This is an optimization exercise on Yosys and OpenROAD, whose aim is small area, a short achievable clock period and few clock cycles per item, not a production implementation. For this run, only the layout was checked, not whether the RTL still works. No activity file was given, so power comes from the tool's default toggle rates.

`flow/run.sh`:
```
#!/bin/bash
# synth_recipe.tcl (not shown) runs the flow's synth.tcl, then flattens the netlist and writes it again
# the make line also repeats each setting of config.mk as NAME=value (left out here)
make -C /OpenROAD-flow-scripts/flow DESIGN_CONFIG=/design/flow/config.mk WORK_HOME=/design/flow/orfs CLKGATE_MAP_FILE= SYNTH_SCRIPT=/design/flow/synth_recipe.tcl finish
```
`flow/config.mk`:
```
export PLATFORM = sky130hd
export DESIGN_NAME = gf_engine
export DESIGN_NICKNAME = gf_engine
export VERILOG_FILES = /design/flow/design.v
export SDC_FILE = /design/flow/constraint.sdc
export NUM_CORES = 4
export LEC_CHECK = 0
export CAP_MARGIN = 20
export CORE_MARGIN = 2
export CORE_UTILIZATION = 40
export PLACE_DENSITY = 0.6
export SLEW_MARGIN = 20
```
`flow/design.v`:
```
module gf_engine (
    input  wire        clk,
    input  wire        rst,         
    input  wire        fa_we,
    input  wire [12:0] fa_wdata,
    input  wire        fb_we,
    input  wire [12:0] fb_wdata,
    output wire [12:0] fa,
    output wire [12:0] fb,
    output wire [12:0] fr,
    input  wire        cmd_valid,
    input  wire [31:0] cmd_word,
    output wire [7:0]  status
);
    localparam [7:0] ST_BUSY    = 8'h01;
    localparam [7:0] ST_DONE    = 8'h02;
    localparam [7:0] ST_ILLEGAL = 8'h18;
    reg [12:0] fa_r;
    reg [12:0] fb_r;
    reg [12:0] fr_r;
    reg [7:0]  status_r;
    reg        busy;
    reg [1:0]  steps_left;      
    reg [12:0] op_x;
    reg [12:0] op_y;
    assign fa     = fa_r;
    assign fb     = fb_r;
    assign fr     = fr_r;
    assign status = status_r;
    function [12:0] gf_mul;
        input [12:0] a;
        input [12:0] b;
        reg   [24:0] tmp;
        reg   [24:0] t;
        integer k;
        begin
            tmp = 25'd0;
            for (k = 0; k < 13; k = k + 1)
                if (b[k])
                    tmp = tmp ^ ({12'd0, a} << k);
            t   = tmp & 25'h1FF0000;
            tmp = tmp ^ (t >> 9) ^ (t >> 10) ^ (t >> 12) ^ (t >> 13);
            t   = tmp & 25'h000E000;
            tmp = tmp ^ (t >> 9) ^ (t >> 10) ^ (t >> 12) ^ (t >> 13);
            gf_mul = tmp[12:0];
        end
    endfunction
    wire [12:0] prod = gf_mul(op_x, op_y);
    wire [3:0]  cmd_rsv = cmd_word[31:28];
    wire [23:0] cmd_arg = cmd_word[27:4];
    wire [3:0]  cmd_opc = cmd_word[3:0];
    wire is_gfmul    = (cmd_rsv == 4'd0) && (cmd_arg == 24'd0) && (cmd_opc == 4'h1);
    wire is_gfsq2mul = (cmd_rsv == 4'd0) && (cmd_arg == 24'd0) && (cmd_opc == 4'h2);
    always @(posedge clk) begin
        if (rst) begin
            fa_r       <= 13'd0;
            fb_r       <= 13'd0;
            fr_r       <= 13'd0;
            status_r   <= 8'h00;
            busy       <= 1'b0;
            steps_left <= 2'd0;
            op_x       <= 13'd0;
            op_y       <= 13'd0;
        end else if (!busy) begin
            if (fa_we) fa_r <= fa_wdata;
            if (fb_we) fb_r <= fb_wdata;
            if (cmd_valid) begin
                if (is_gfmul) begin
                    busy       <= 1'b1;
                    status_r   <= ST_BUSY;
                    op_x       <= fa_r;
                    op_y       <= fb_r;
                    steps_left <= 2'd0;
                end else if (is_gfsq2mul) begin
                    busy       <= 1'b1;
                    status_r   <= ST_BUSY;
                    op_x       <= fa_r;
                    op_y       <= fa_r;
                    steps_left <= 2'd2;
                end else begin
                    status_r   <= ST_ILLEGAL;
                end
            end
        end else begin
            if (steps_left == 2'd0) begin
                fr_r     <= prod;
                busy     <= 1'b0;
                status_r <= ST_DONE;
            end else begin
                op_x       <= prod;
                op_y       <= (steps_left == 2'd2) ? prod : fb_r;
                steps_left <= steps_left - 2'd1;
            end
        end
    end
endmodule
```
`flow/constraint.sdc`:
```
create_clock -name core_clock -period 5.0 [get_ports {clk}]
set_input_delay 1.0000 -clock core_clock [delete_from_list [all_inputs] [get_ports {clk}]]
set_output_delay 1.0000 -clock core_clock [all_outputs]
set_load 0.01 [all_outputs]
```
==> impl_metrics.toml <==
[logic_synthesis]
synth-main-ff-cell = "dfxtp_1"
synthArstFlopShare = 0
synthCells = 746
postSynthAreaPerCell_um2 = 7.65
ys_seq_elements = 71
syn_area_um2 = 5700
ys_seq_area_frac = 0.249
synth_cell_type_count = 40
synth-edff-count = 0
yosysWarnings = 1

[timing]
clock.fmax_mhz = 285
post-route-period-util = 0.701
setup_violations = 0
period_needed_ps = 3500
slew_violations = 0
clock_skew_ps = 4.02
maxSlewHeadroom = 0.436
fin_tns_setup_ps = 0
finalHoldViolations = 0
worst_slack_ps = 1500
holdWs_ps = 456
worst_slew_pin_slew_ps = 844
rsz0062_at_grt = "false"

[floorplanning]
die_h_um = 123
initial_core_util = 0.411
core-area_um2 = 13900
rows = 43
fp.dieW_um = 123
die_area_um2 = 15200
ios = 110

[worst_hold_path]
worstHoldStart = "fr_r[5]"
hp-class = "register to register"
min_path_cells = 2
hold_end = "fr_r[5]"

[drt]
routed_wl_mm = 18.1
dr.pass1.iters = 4
via_per_inst = 5.36
wire_per_inst_um = 18.2
dr.first_iter.drc_count = 454
num_vias = 5335
drc = 0
ant_nets = 0

[clock_tree]
post_cts_buffers = 0
postCtsResizedCells = 0
cts_root_buffer = "clkbuf_16"
ctsHtreeMaxLevel = 3
numClockSinks = 71
clock_latency_ps = 330
ctsHoldBuffers = 0
cts_tree = "done"
cts_max_path_buffers = 2
clk_pin_slew_worst_paths_ps = 60
cts_buffers = 9

[pwr]
vdd_drop_max_mv = 0.160
sw_frac_of_total = 0.227
p_per_area_nw_per_um2 = 187
p_int_w = 0.00102
p_leak_nw = 2.39
p_clk_frac = 0.453
p_comb_frac = 0.095
seqPwrFrac = 0.452
netSwitchingPower_w = 0.000299

[placed_design]
dp_hpwl_mm = 12.8
pre_cts_ws_ps = 1250
gp_congestion = 0.862
place_inst = 980
port_buffers = 105

[cells_and_area]
syn2layout_area_growth_pct = 23.3
diodes = 0
nets = 876
drive_gt1_frac = 0.0551
stdcell_count = 996
final_cell_mix = "nand2_1 (257), xnor2_1 (107), clkdlybuf4s50_1 (104), dfxtp_1 (71), a21oi_1 (50)"
layout_commonest_cell = "nand2_1"

[critical_path]
r2r_cells = 8
reg2reg_slack_ps = 1500
slowest_stage = "dfxtp_1"
cp_data_arrival_time_ps = 3750
cp-startpoint = "op_y[6]"
timing.rr.end = "op_x[5]"
cp-start-kind = "register"
worstPathCellList = "nand2_1 > xnor2_1 > xnor3_1 > xnor3_2 > xnor3_1 > xnor2_1 > mux2i_1 > a211oi_1"
endpoint_kind = "register"
rr_startpoint = "op_y[6]"
critPathMaxFanout = 14
slowest_delay_ps = 760
required_ps = 5240
path_class = "register to register"

[global_routing]
grt_pass1_vias = 5241
grt_pass1_wl_mm = 28.3
grt_overflow = 0
grt_max_degree = 36
antenna_found_initial = 0
grt_use_total = 0.246

[outcome]
outcome = "finished clean"

[flow_run]
maxCapViolations = 0
[Yosys cell counts, types with 4 or more instances]
master | n | area (um2)
a211o_1 | 5 | 43.8
a211oi_1 | 18 | 135
a21oi_1 | 50 | 250
a22oi_1 | 9 | 67.6
a31oi_1 | 4 | 25.0
buf_1 | 5 | 18.8
buf_2 | 15 | 75.1
buf_4 | 11 | 82.6
clkbuf_1 | 28 | 105
dfxtp_1 | 71 | 1420
inv_1 | 4 | 15.0
mux2_2 | 12 | 135
mux2i_1 | 12 | 120
nand2_1 | 257 | 965
nand2b_1 | 4 | 25.0
nor2_1 | 36 | 135
nor2b_1 | 5 | 31.3
nor4_1 | 9 | 56.3
o21ai_0 | 5 | 25.0
xnor2_1 | 107 | 937
xnor2_2 | 4 | 65.1
xnor3_1 | 20 | 450
xor2_1 | 28 | 245
[cell families after synthesis]
group,Yosys count,share of synthesized area
buffers and inverters,66,0.0555
adder cells (fa/ha/maj),2,0.00439
AND/OR/NAND/NOR,318,0.219
multiplexers,24,0.0447
AO/OA/AOI/OAI,99,0.107
other,1,0.000657
flip-flops,71,0.249
XOR/XNOR,165,0.319
[sequential cells by signal, summed over array words and instances, names as in the netlist]
register    count
status_r        3
steps_left      2
fr_r           13
op_x           13
busy            1
op_y           13
fa_r           13
fb_r           13
[critical path: cells and delay by family (launching register included)]
family / cells / cell delay [ps]
xor gates and xnor gates: 5 / 1960
muxes: 1 / 220
AOI/OAI and AO/OA: 1 / 290
DFF: 1 / 760
and+or+nand+nor: 1 / 160
[per-layer routing]
layer	wire length, um	GRT usage
met5	0	0
met4	503	0.0973
met3	1460	0.0535
met2	8320	0.403
met1	7850	0.313
[layout make-up]
type | count | area (um2)
Multi-Input combinational cell | 612 | 3990
Inverter | 5 | 18.8
Clock inverter | 3 | 17.5
Timing Repair Buffer | 112 | 1100
Clock buffer | 13 | 260
Sequential cell | 71 | 1420
Fill cell | 1350 | 6850
Tap cell | 180 | 225
[per-stage QoR]
step / total power [W] / util / cell area, um2
6_report: 0.00132 / 0.507 / 7030
3_5_place_dp: 0.000731 / 0.487 / 6750
5_1_grt: 0.00136 / 0.507 / 7030
3_3_place_gp: 0.000730 / 0.487 / 6750
4_1_cts: 0.00132 / 0.507 / 7030
2_1_floorplan: 0.000646 / - / 5720
[power by group through the flow]
| stage | clock [W] | sequential [W] | combinational (W) |
|---|---|---|---|
| after global placement | 0 | 0.000606 | 0.000124 |
| after floorplan | 0 | 0.000605 | 0.0000408 |
| final | 0.000595 | 0.000595 | 0.000125 |
| after global routing | 0.000629 | 0.000596 | 0.000135 |
| after CTS | 0.000605 | 0.000594 | 0.000126 |
| after detailed placement | 0 | 0.000606 | 0.000125 |
[worst max-delay path by stage]
stage	end	depth (start not counted)
2_1_floorplan	op_y[2]	7
3_3_place_gp	op_y[7]	10
3_5_place_dp	op_y[7]	10
4_1_cts	op_x[5]	8
5_1_grt	op_y[7]	10
6_report	op_x[5]	8

re-timing with driven ports:
How much do the figures lean on ideal ports? The routed layout below was timed once more, with nothing changed but the port constraints. Step 1 assumes that a clkbuf_16 drives the clock port and a buf_2 every other input. Step 2 moves the port delays by t, midway between the first and last clock arrival at a register: inputs arrive t later, outputs are due t later. That takes back most of the time a late clock gives input paths. a / b / c = ideal ports / drivers / drivers and shift; a / b = the first two.
t, ns: 0.370
setup slack, ns: 1.497 / 1.497 / 1.220
hold slack, ns: 0.456 / 0.456 / 0.456
slew at the worst register clock pin (ns): 0.06 / 0.06
worst data-port slew with drivers (ns): 0.06
After both steps this run still meets setup and hold. For this run, drivers alone change the setup slack by 0.000 ns; drivers and shift together by -0.277 ns.
